What follows belongs to an exercise in optimizing a design on an open flow for small area, a short achievable clock period and few clock cycles per item; a production flow would make more cautious choices.
At most, simulation tests tie the RTL to the original design; equivalence was not proved.
No activity file was given, so power comes from the tool's default toggle rates.

==> flow/design.v <==
module anim_stream_decoder #(
    parameter NPIX = 4096
) (
    input  wire       clk,
    input  wire       rst,
    input  wire       in_valid,
    output wire       in_ready,
    input  wire [7:0] in_data,
    input  wire       in_last,
    output wire       o_valid,
    input  wire       o_ready,
    output wire [1:0] o_kind,     
    output wire [7:0] o_data,
    output wire       o_keep      
);
    localparam PW = (NPIX > 255) ? $clog2(NPIX + 1) : 9;
    localparam K_HDR = 2'd0;
    localparam K_PAL = 2'd1;
    localparam K_PIX = 2'd2;
    localparam K_END = 2'd3;
    localparam E_OK        = 3'd0;
    localparam E_CONFIG    = 3'd1;
    localparam E_TRUNCATED = 3'd2;
    localparam E_FRAMING   = 3'd3;
    localparam E_TRAILING  = 3'd4;
    localparam S_HDR0 = 4'd0;    
    localparam S_HDR1 = 4'd1;    
    localparam S_HDR2 = 4'd2;    
    localparam S_PAL  = 4'd3;    
    localparam S_LIT  = 4'd4;    
    localparam S_DIFF = 4'd5;    
    localparam S_SAME = 4'd6;    
    localparam S_RHDR = 4'd7;    
    localparam S_FEND = 4'd8;    
    localparam S_CHKS = 4'd9;    
    localparam S_END  = 4'd11;   
    localparam S_CHKD = 4'd13;   
    localparam [PW-1:0] NPIXW = NPIX;
    localparam          NBIG  = (NPIX >= 256);
    localparam          NLAST = (NPIX == 1);
    reg [3:0]    state;
    reg [7:0]    q0, q1, q2;
    reg          v0, v1, v2;
    reg [2:0]    off;
    reg [3:0]    offb;
    reg          last_seen;     
    reg          rdy;
    reg [7:0]    frames;        
    reg          ivz;           
    reg [2:0]    bpp;           
    reg [2:0]    err;           
    reg [PW-1:0] left;          
    reg          lst_last;      
    reg          big;           
    reg [7:0]    run_left;      
    reg          run_last;      
    reg          ov;
    reg [1:0]    okind;
    reg [7:0]    odata;
    reg          okeep;
    assign o_valid  = ov;
    assign o_kind   = okind;
    assign o_data   = odata;
    assign o_keep   = okeep;
    assign in_ready = rdy;
    wire slot_free = !ov || o_ready;
    wire take      = in_valid && rdy;
    wire [15:0] win   = {q1, q0} >> off;
    wire [7:0]  f8    = win[7:0];
    wire [7:0]  pmask = 8'hff >> (4'd8 - {1'b0, bpp});
    wire        f8z   = (f8 == 8'd0);
    wire off0 = (off == 3'd0);
    wire av8  = v1 || (v0 && off0);
    wire avb  = v1 || (v0 && (!offb[3] || offb[2:0] == 3'd0));
    wire [6:0] rlen    = f8[7:1];
    wire [7:0] rn      = {rlen == 7'd0, rlen};
    wire       rn_last = (rlen == 7'd1);
    wire [PW-1:0] left_dec  = left - 1'b1;
    wire [7:0]    run_dec   = run_left - 8'd1;
    wire          overrun   = run_left > left[7:0];
    wire          cfg_bad   = frames == 8'd0 || ivz || f8z || f8[7:3] != 5'd0;
    wire          fifo_done = !v1 && !(v0 && off0);   
    wire st_hdr  = (state[3:2] == 2'b00) && (state[1:0] != 2'b11);
    wire st_byte = (state[3:2] == 2'b00);             
    wire st_pixb = (state[3:1] == 3'b010);            
    wire st_same = (state == S_SAME);
    wire st_rhdr = (state == S_RHDR);
    wire st_fend = (state == S_FEND);
    wire st_chk  = (state == S_CHKS) || (state == S_CHKD);
    wire st_end  = (state == S_END);
    wire can  = st_byte && av8 || st_pixb && avb || st_same || st_end && last_seen;
    wire emit = can && slot_free;
    wire hdr_same = st_same && run_last && big && av8;
    wire hdr_rhdr = st_rhdr && av8;
    wire pop = st_byte && av8 && slot_free ||
               st_pixb && avb && offb[3] && slot_free ||
               hdr_same && slot_free || hdr_rhdr ||
               st_fend && !off0;
    wire trunc = last_seen && (st_byte && !av8 || st_pixb && !avb || st_rhdr && !av8);
    wire ls_nxt = (st_end && slot_free && last_seen) ? 1'b0 :
                  take ? in_last : last_seen;
    wire v2_nxt = !st_end && (take && !pop ? v1 : !take && pop ? 1'b0 : v2);
    reg [3:0] nstate;
    always @(*) begin
        nstate = state;
        if (trunc) begin
            nstate = S_END;
        end else begin
            case (state)
                S_HDR0: if (emit) nstate = S_HDR1;
                S_HDR1: if (emit) nstate = S_HDR2;
                S_HDR2: if (emit) nstate = cfg_bad ? S_END : S_PAL;
                S_PAL:  if (emit && lst_last) nstate = S_LIT;
                S_LIT:  if (emit && lst_last) nstate = S_FEND;
                S_DIFF: if (emit && lst_last) nstate = S_FEND;
                        else if (emit && run_last) nstate = S_RHDR;
                S_SAME: if (emit && run_last)
                            nstate = (big && av8) ? (f8[0] ? S_DIFF : S_SAME) :
                                     lst_last ? S_FEND : S_RHDR;
                S_RHDR: if (av8) nstate = big ? (f8[0] ? S_DIFF : S_SAME) :
                                                (f8[0] ? S_CHKD : S_CHKS);
                S_CHKS, S_CHKD: nstate = overrun ? S_END : (state[2] ? S_DIFF : S_SAME);
                S_FEND: nstate = (frames == 8'd1) ? S_END : S_RHDR;
                S_END:  if (emit) nstate = S_HDR0;
                default: nstate = S_HDR0;
            endcase
        end
    end
    reg [2:0] err_nxt;
    always @(*) begin
        case (state)
            S_HDR2:         err_nxt = av8 ? E_CONFIG : E_TRUNCATED;
            S_CHKS, S_CHKD: err_nxt = E_FRAMING;
            S_FEND:         err_nxt = (last_seen && fifo_done) ? E_OK : E_TRAILING;
            default:        err_nxt = E_TRUNCATED;
        endcase
    end
    always @(posedge clk) begin
        if (rst) begin
            state     <= S_HDR0;
            v0        <= 1'b0;
            v1        <= 1'b0;
            v2        <= 1'b0;
            off       <= 3'd0;
            last_seen <= 1'b0;
            rdy       <= 1'b1;
            ov        <= 1'b0;
        end else begin
            state <= nstate;
            q0 <= (!v0 || (!v1 && pop)) ? in_data : pop ? q1 : q0;
            q1 <= (!v1 || (!v2 && pop)) ? in_data : pop ? q2 : q1;
            q2 <= (!v2 || pop) ? in_data : q2;
            if (st_end) begin
                v0 <= 1'b0;
                v1 <= 1'b0;
            end else if (take && !pop) begin
                v0 <= 1'b1;
                v1 <= v0;
            end else if (!take && pop) begin
                v0 <= v1;
                v1 <= v2;
            end
            v2        <= v2_nxt;
            last_seen <= ls_nxt;
            rdy       <= !ls_nxt && !v2_nxt;
            if (st_pixb && emit) begin
                off  <= offb[2:0];
                offb <= {1'b0, offb[2:0]} + {1'b0, bpp};
            end else if (st_fend || st_end) begin
                off  <= 3'd0;
                offb <= {1'b0, bpp};
            end else if (state == S_HDR2) begin
                offb <= {1'b0, f8[2:0]};
            end
            if (slot_free) begin
                ov    <= can;
                okind <= st_end ? K_END : st_same || st_pixb ? K_PIX :
                         state == S_PAL ? K_PAL : K_HDR;
                odata <= st_end ? {5'd0, err} : st_same ? 8'd0 :
                         st_pixb ? f8 & pmask : f8;
                okeep <= st_same;
            end
            if (state == S_HDR0)
                frames <= f8;
            else if (st_fend)
                frames <= frames - 8'd1;
            if (state == S_HDR1)
                ivz <= f8z;
            if (state == S_HDR2)
                bpp <= f8[2:0];
            if (!st_end)
                err <= err_nxt;
            if (state == S_HDR2) begin
                left     <= {{(PW-2){1'b0}}, 2'd3} << f8[2:0];
                lst_last <= 1'b0;
            end else if (emit && lst_last && state == S_PAL || st_fend) begin
                left     <= NPIXW;
                lst_last <= NLAST;
                big      <= NBIG;
            end else if (emit && !st_end && !st_hdr) begin
                left     <= left_dec;
                lst_last <= (left == {{(PW-2){1'b0}}, 2'd2});
                big      <= (left_dec[PW-1:8] != 0);
            end
            if (hdr_same && slot_free || hdr_rhdr) begin
                run_left <= rn;
                run_last <= rn_last;
            end else if (emit) begin
                run_left <= run_dec;
                run_last <= (run_left == 8'd2);
            end
        end
    end
endmodule
export LEC_CHECK = 0
export ABC_AREA = 1
export CAP_MARGIN = 20
export CORE_MARGIN = 2
export CORE_UTILIZATION = 60
export SETUP_SLACK_MARGIN = 3.3
export SLEW_MARGIN = 20
create_clock -name core_clock -period 5.5 [get_ports {clk}]
standard.sh (not shown) runs the stock make flow with config.mk's settings and CLKGATE_MAP_FILE= SYNTH_SCRIPT=/design/flow/synth_recipe.tcl, a recipe that flattens the netlist after the stock synthesis.
==> flow/flow/run.sh <==
#!/bin/bash
# The standard layout (the standard.sh: ORFS synthesis through finish),
# with one change: the buffers ORFS puts on the input and output ports are
# sky130_fd_sc_hd__buf_2 cells instead of the default delay-cell buffers.
# make's full output goes to flow_make.log in the work folder; each ORFS step
# also writes its own log under orfs/logs/.
set -euo pipefail
cd "$(dirname "${BASH_SOURCE[0]}")/.."
bash standard.sh "BUFFER_PORTS_ARGS=-buffer_cell sky130_fd_sc_hd__buf_2" finish > flow_make.log 2>&1
The first run finished clean.
Testbench counts at the start, summed over its fixed seeds: cycles 265,670, pixels 262,144.
Change:
--- a/flow/design.v
+++ b/flow/design.v
@@ -61,5 +61,6 @@
     assign o_valid  = ov;
     assign o_kind   = okind;
-    assign o_data   = odata;
+    wire [7:0] pmask = 8'hff >> (4'd8 - {1'b0, bpp});
+    assign o_data   = odata & (okeep ? 8'h00 : (okind == K_PIX) ? pmask : 8'hff);
     assign o_keep   = okeep;
     assign in_ready = rdy;
@@ -68,5 +69,4 @@
     wire [15:0] win   = {q1, q0} >> off;
     wire [7:0]  f8    = win[7:0];
-    wire [7:0]  pmask = 8'hff >> (4'd8 - {1'b0, bpp});
     wire        f8z   = (f8 == 8'd0);
     wire off0 = (off == 3'd0);
@@ -177,6 +177,5 @@
                 okind <= st_end ? K_END : st_same || st_pixb ? K_PIX :
                          state == S_PAL ? K_PAL : K_HDR;
-                odata <= st_end ? {5'd0, err} : st_same ? 8'd0 :
-                         st_pixb ? f8 & pmask : f8;
+                odata <= st_end ? {5'd0, err} : f8;
                 okeep <= st_same;
             end
Effect: The new run completed with no timing, DRC or antenna violations; power climbs by about 20%; wire length grows by about 17%; global-route usage increases by 1.4 points; design area went up by about 12%; hold slack improved by 0.019 ns; sequential cell count does not change.
The RTL of the second run of this note was laid out without a check of its function.

---

== rev 12 ==
anim_stream_decoder, a different RTL version from the one above (not shown whole).
Size: roughly 26 I/O pins, roughly 0.0056 mm^2 of cells after synthesis.
==> flow/config.mk <==
export PLATFORM = sky130hd
export DESIGN_NAME = anim_stream_decoder
export DESIGN_NICKNAME = anim_stream_decoder
export VERILOG_FILES = /design/flow/design.v
export SDC_FILE = /design/flow/constraint.sdc
export NUM_CORES = 4
export LEC_CHECK = 0
export ABC_AREA = 1
export CAP_MARGIN = 20
export CORE_MARGIN = 2
export CORE_UTILIZATION = 60
export SETUP_SLACK_MARGIN = 3.3
export SLEW_MARGIN = 20
==> flow/constraint.sdc <==
create_clock -name core_clock -period 5.5 [get_ports {clk}]
set_input_delay 1.1000 -clock core_clock [delete_from_list [all_inputs] [get_ports {clk}]]
set_output_delay 1.1000 -clock core_clock [all_outputs]
set_load 0.01 [all_outputs]
Scripts as last shown in full above: flow/flow/run.sh
Rev 12 | stages: all done | timing, DRC, antenna: all pass
Modified inputs, rev 13 compared to rev 12
-- flow/design.v --
<<< rev 12, line 51
    reg [2:0]    err;           
    reg [PW-1:0] left;          
    reg          lst_last;      
    reg          big;           
    reg [7:0]    run_left;      
>>> rev 13, line 51
    reg [2:0]    err;           
    reg [PW-1:0] left;          
    reg          big;           
    reg [7:0]    run_left;      
<<< rev 12, line 77
    wire       rn_last = (rlen == 7'd1);
    wire [PW-1:0] left_dec  = left - 1'b1;
    wire [7:0]    run_dec   = run_left - 8'd1;
    wire          overrun   = run_left > left[7:0];
>>> rev 13, line 76
    wire       rn_last = (rlen == 7'd1);
    wire [PW-1:0] left_dec  = left - 1'b1;
    wire          lst_last  = (left == {{(PW-1){1'b0}}, 1'b1});
    wire [7:0]    run_dec   = run_left - 8'd1;
    wire          overrun   = run_left > left[7:0];
<<< rev 12, line 191
            if (!st_end)
                err <= err_nxt;
            if (st_hdr) begin
                left     <= {{(PW-2){1'b0}}, 2'd3} << f8[2:0];
                lst_last <= 1'b0;
            end else if (emit && lst_last && state == S_PAL || st_fend) begin
                left     <= NPIXW;
                lst_last <= NLAST;
                big      <= NBIG;
            end else if (emit) begin
                left     <= left_dec;
                lst_last <= (left == {{(PW-2){1'b0}}, 2'd2});
                big      <= (left_dec[PW-1:8] != 0);
            end
>>> rev 13, line 191
            if (!st_end)
                err <= err_nxt;
            if (state == S_HDR2) begin
                left     <= {{(PW-2){1'b0}}, 2'd3} << f8[2:0];
            end else if (emit && lst_last && state == S_PAL || st_fend) begin
                left     <= NPIXW;
                big      <= NBIG;
            end else if (emit && !st_end && !st_hdr) begin
                left     <= left_dec;
                big      <= (left_dec[PW-1:8] != 0);
            end
--- outcome ---
- Rev 13: no failed stages, no open violations at the end
- Re detailed-placement wirelength estimate: rev 13 is about 0.32% down on rev 12.
- Rev 13 vs rev 12: synthesized netlist net count up in rev 13
- Of rev 13 and rev 12, it is rev 13 that has the higher critical path depth.
- Delta (rev 13 minus rev 12): wire length the detailed router placed on met1 saw little to no change, number of enable-type register cells in the synthesized netlist saw a decrease, net switching power saw a decrease, utilization of the core after routing saw an increase.
- Looking at proportion of synthesized area in mux cells, rev 13 sits above rev 12.
- Rev 13 against rev 12: routed wire length dropped 0.49%, design area saw an increase, hold slack fell by 0.060 ns, portion of the clock cycle consumed by the worst path in the final layout higher, cell area after synthesis dropped 0.85%.
- Post-layout worst setup margin on rev 13 is down relative to rev 12.
Function was not checked in any run of this note: the RTL went through the layout flow alone.

-- afterwards: timing with drivers on the ports --
How much do the figures lean on ideal ports? The routed layouts below were timed once more, with nothing changed but the port constraints. Step 1 sets driving cells, clkbuf_16 on the clock port and buf_2 on the other inputs (assumed; they add their load-dependent delay and slew). Step 2 also shifts input and output timing later by t, the mid clock arrival at the registers, as if the neighbouring blocks saw the same clock. a / b / c = ideal ports / drivers / drivers and shift; a / b = the first two.
run	t (ns)	setup slack, ns	worst hold slack (ns)	worst setup path after step 2
the first run of note 1	0.403	3.340 / 3.340 / 2.961	0.527 / 0.527 / 0.527	input to register
the second run of note 1	0.401	2.545 / 2.514 / 2.709	0.546 / 0.546 / 0.546	input to register
rev 12	0.404	3.347 / 3.350 / 2.946	0.580 / 0.580 / 0.580	input to register
rev 13	0.406	3.324 / 3.321 / 2.915	0.520 / 0.520 / 0.520	input to register
After both steps every run listed still meets setup and hold. For rev 13, which loses most, drivers alone change the setup slack by -0.003 ns; drivers and shift together by -0.409 ns.
